Context: an optimization exercise on an open-source flow, tuned for small area and a short achievable clock period. The choices shown serve that exercise and are no tape-out recipe.
Only simulation tests tie the RTL to the original design; equivalence was not proved.

== run A ==
Design rqp_cellq, start of the top module:
module rqp_cellq (
    input  wire         clk,
    input  wire         rst,         
    input  wire         seed_load,   
    input  wire [7:0]   seed,        
    input  wire         in_valid,
    input  wire [63:0]  in_cell,     
    input  wire [3:0]   in_bits,     
    input  wire         in_prob,     
    input  wire [31:0]  in_mult,
    output reg          out_valid,
    output reg  [63:0]  out_cell,    
    output reg  [127:0] out_r1u      
);
clock: 16.0 ns
lec_check: 0
abc_area: 1
cap_margin: 20
core_margin: 2
core_utilization: 55
cts_buf_list: sky130_fd_sc_hd__clkbuf_16
cts_cluster_diameter: 100
cts_cluster_size: 30
place_density: 0.7
slew_margin: 20
standard.sh (not shown) runs the stock make flow with config.mk's settings and CLKGATE_MAP_FILE= SYNTH_SCRIPT=/design/flow/synth_recipe.tcl, a recipe that flattens the netlist after the stock synthesis.
==> flow/flow/run.sh <==
#!/bin/bash
# Layout flow: the standard ORFS flow (standard.sh), with timing repair
# aiming below the clock period and buf_2 cells as the port buffers.
# make's full output goes to flow_make.log in the work folder.
set -euo pipefail
export SETUP_SLACK_MARGIN=11.4
export BUFFER_PORTS_ARGS="-buffer_cell sky130_fd_sc_hd__buf_2"
bash standard.sh > flow_make.log 2>&1
In summary, run A completed successfully, with a layout that passed the timing, DRC and antenna checks.
Changes in run B relative to run A:
- a deleted PLACE_DENSITY that had been 0.7
- a change of CORE_UTILIZATION from 55 to 40
### Flow results
Length of routed met2 wiring shrinks slightly when moving from run A to run B. Relative to run A, run B degrades first-pass GRT wire length. Run B vs. run A: worst path arrival time moved down; maximum clock rate picked up an extra about 2.2%. The number of iterations in the first detailed-routing pass number comes out higher for run A vs run B. Run B against run A: layout-stage area growth over the synthesis result shows an increase of 2.1 points, area after detailed placement up about 1%.
diff inputs: run B => run C
- an added PLACE_DENSITY of 0.7
- a change of CTS_BUF_LIST from sky130_fd_sc_hd__clkbuf_16 to sky130_fd_sc_hd__clkbuf_8
- a change of CTS_CLUSTER_DIAMETER from 100 to 60
- a change of CTS_CLUSTER_SIZE from 30 to 20
- a change of CORE_UTILIZATION from 40 to 55
==> comparison <==
Run C: setup skew after layout is 31 ps higher than what run B reported.
On area of placed instances: run C sits below run B.
Compared with run B, in run C utilization after layout climbed 18 points, DRC violation total after the first TritonRoute iteration +about 4.5%.
Cell area after layout was higher in the run labelled run B.
[compare] base=run B new=run C: wire length went down; post-layout minimum cycle time now sits higher.
The higher final worst-path setup slack of run C and run B is in run B.
Going from run B to run C, growth of design area from synthesis to finish went down 1.3 points; multi-input gate share of total cell area +0.70 points.
Input-level comparison between run D and run C:
- CORE_UTILIZATION: 55 -> 40
- PLACE_DENSITY: 0.7 -> unset
Results
On number of antenna violations at the first check in global routing, the lower figure sits with run C, not run D.
| via count | run C vs run D | ≈ equal |
The destination of the critical timing path comes out out_r1u[17] in one run and out_r1u[34] in the other, namely in run D and run C respectively.
Non-clock buffer count: lower on run D
Comparing total area of sequential cells for run C and run D, the smaller number came from run C.
Utilization: run C and run D compared, higher one is run C
Largest stage delay on the critical path for run D: 70 ps up relative to run C
Global-route usage over all layers for run D: 8.3 points down relative to run C
Run D: area added between synthesis and finish 2.1 points above run C

---

## the reference run
Another version of the RTL of rqp_cellq (not shown whole).
For scale: roughly 310 I/O pins, about 43,000 µm² of cells after synthesis.
==> flow/config.mk <==
export PLATFORM = sky130hd
export DESIGN_NAME = rqp_cellq
export DESIGN_NICKNAME = rqp_cellq
export VERILOG_FILES = /design/flow/design.v
export SDC_FILE = /design/flow/constraint.sdc
export NUM_CORES = 4
export LEC_CHECK = 0
export ABC_AREA = 1
export CAP_MARGIN = 20
export CORE_MARGIN = 2
export CORE_UTILIZATION = 40
export CTS_BUF_LIST = sky130_fd_sc_hd__clkbuf_8
export CTS_CLUSTER_DIAMETER = 60
export CTS_CLUSTER_SIZE = 20
export SLEW_MARGIN = 20
==> flow/constraint.sdc <==
create_clock -name core_clock -period 16.0 [get_ports {clk}]
set_input_delay 3.2000 -clock core_clock [delete_from_list [all_inputs] [get_ports {clk}]]
set_output_delay 3.2000 -clock core_clock [all_outputs]
set_load 0.01 [all_outputs]
Scripts as last shown in full above: flow/flow/run.sh
What the trial run does differently from the reference run at the input level:
Settings: swapping 60 for 100 in CTS_CLUSTER_DIAMETER; putting PLACE_DENSITY at 0.7 where nothing was set; swapping 40 for 55 in CORE_UTILIZATION; swapping 20 for 30 in CTS_CLUSTER_SIZE; swapping sky130_fd_sc_hd__clkbuf_8 for sky130_fd_sc_hd__clkbuf_16 in CTS_BUF_LIST.
- The trial run ran to completion and came out clean on the timing, DRC and antenna checks.
- The reference run has completed all stages; timing, DRC and antenna checks passed.
- Global routing met3 resource utilization delta for the trial run relative to the reference run: 2.1 points higher
- The trial run ended up with a higher per-cell via count in the routed design than the reference run did.
- Cmp the trial run vs the reference run: worst hold slack higher in the trial run
- The trial run: register-to-register slack lower than the reference run
- Compared to the reference run, the trial run reaches a lower achievable clock.
- On the trial run: slew at the pin with the worst max-slew slack is 0.026 ns lower than what the reference run gave.
- In the trial run, the height of the die came out 15% below the value in the reference run.
- The trial run reports its timing endpoint of the critical path as out_r1u[94] while the reference run reports out_r1u[123].

---

rqp_cellq, a different RTL version from the one above (not shown whole).
Size in the first run: roughly 5900 cells after synthesis, roughly 310 I/O pins, ~0.044 mm2 of cells after synthesis.
Settings: LEC_CHECK=0, ABC_AREA=1, CAP_MARGIN=20, CORE_MARGIN=2, CORE_UTILIZATION=40, SLEW_MARGIN=20; clock period 16.0 ns.
==> flow/flow/run.sh <==
#!/bin/bash
# Layout flow: the standard ORFS flow (standard.sh), with timing repair
# aiming below the clock period and buf_2 cells as the port buffers.
# make's full output goes to flow_make.log in the work folder.
set -euo pipefail
export SETUP_SLACK_MARGIN=11
export BUFFER_PORTS_ARGS="-buffer_cell sky130_fd_sc_hd__buf_2"
bash standard.sh > flow_make.log 2>&1
Next try:
--- a/flow/flow/run.sh
+++ b/flow/flow/run.sh
@@ -4,5 +4,5 @@
 # make's full output goes to flow_make.log in the work folder.
 set -euo pipefail
-export SETUP_SLACK_MARGIN=11
+export SETUP_SLACK_MARGIN=11.4
 export BUFFER_PORTS_ARGS="-buffer_cell sky130_fd_sc_hd__buf_2"
 bash standard.sh > flow_make.log 2>&1
CTS_BUF_LIST = sky130_fd_sc_hd__clkbuf_8   (was default)
CTS_CLUSTER_DIAMETER = 60   (was default)
CTS_CLUSTER_SIZE = 20   (was default)
The new run finished clean.
Worst hold slack improved by 0.015 ns.
Flip-flop and latch count is unchanged.
Next try:
==> flow/run.sh (new file) <==
#!/bin/bash
# synth_recipe.tcl (not shown) runs the flow's synth.tcl, then flattens the netlist and writes it again
# the make line also repeats each setting of config.mk as NAME=value (left out here)
make -C /OpenROAD-flow-scripts/flow DESIGN_CONFIG=/design/flow/config.mk WORK_HOME=/design/flow/orfs CLKGATE_MAP_FILE= SYNTH_SCRIPT=/design/flow/synth_recipe.tcl finish
CTS_BUF_LIST = default   (was sky130_fd_sc_hd__clkbuf_8)
CTS_CLUSTER_DIAMETER = default   (was 60)
CTS_CLUSTER_SIZE = default   (was 20)
removed: flow/flow/run.sh
removed: flow/standard.sh
Effect:
- fmax decreases by about a fifth
- worst setup slack loses 1.2 ns
- die area is unchanged
- via count is lower by a few percent
- sequential share of layout area rose by 0.40 points

[re-timing with driven ports]
How much do the figures lean on ideal ports? The routed layouts below were timed once more, with nothing changed but the port constraints. Step 1, drivers: a clkbuf_16 drives clk and a buf_2 each remaining input, both assumed. Step 2 also shifts input and output timing later by t, the mid clock arrival at the registers, as if the neighbouring blocks saw the same clock. Slacks: ideal ports / drivers / drivers and shift; pairs: ideal ports / drivers.
run | t, ns | setup WS [ns] | worst hold slack (ns) | worst data-port slew with drivers (ns)
run A | 0.726 | 11.350 / 11.350 / 10.976 | 0.322 / 0.322 / 0.322 | 0.05
run B | 0.682 | 11.449 / 11.436 / 10.947 | 0.316 / 0.316 / 0.316 | 0.08
run C | 0.764 | 11.414 / 11.346 / 11.037 | 0.322 / 0.322 / 0.322 | 0.05
run D | 0.825 | 11.442 / 11.400 / 10.967 | 0.323 / 0.323 / 0.323 | 0.08
the reference run | 0.845 | 11.456 / 11.408 / 10.942 | 0.316 / 0.316 / 0.316 | 0.11
the trial run | 0.708 | 11.440 / 11.440 / 10.848 | 0.334 / 0.334 / 0.334 | 0.11
the first run of note 3 | 0.728 | 10.991 / 10.991 / 10.869 | 0.319 / 0.319 / 0.319 | 0.05
the second run of note 3 | 0.813 | 11.453 / 11.408 / 10.901 | 0.334 / 0.334 / 0.334 | 0.05
the third run of note 3 | 0.726 | 10.263 / 10.263 / 10.263 | 0.326 / 0.326 / 0.326 | 0.06
After both steps every run listed still meets setup and hold. For the trial run, which loses most, drivers alone change the setup slack by 0.000 ns; drivers and shift together by -0.592 ns.
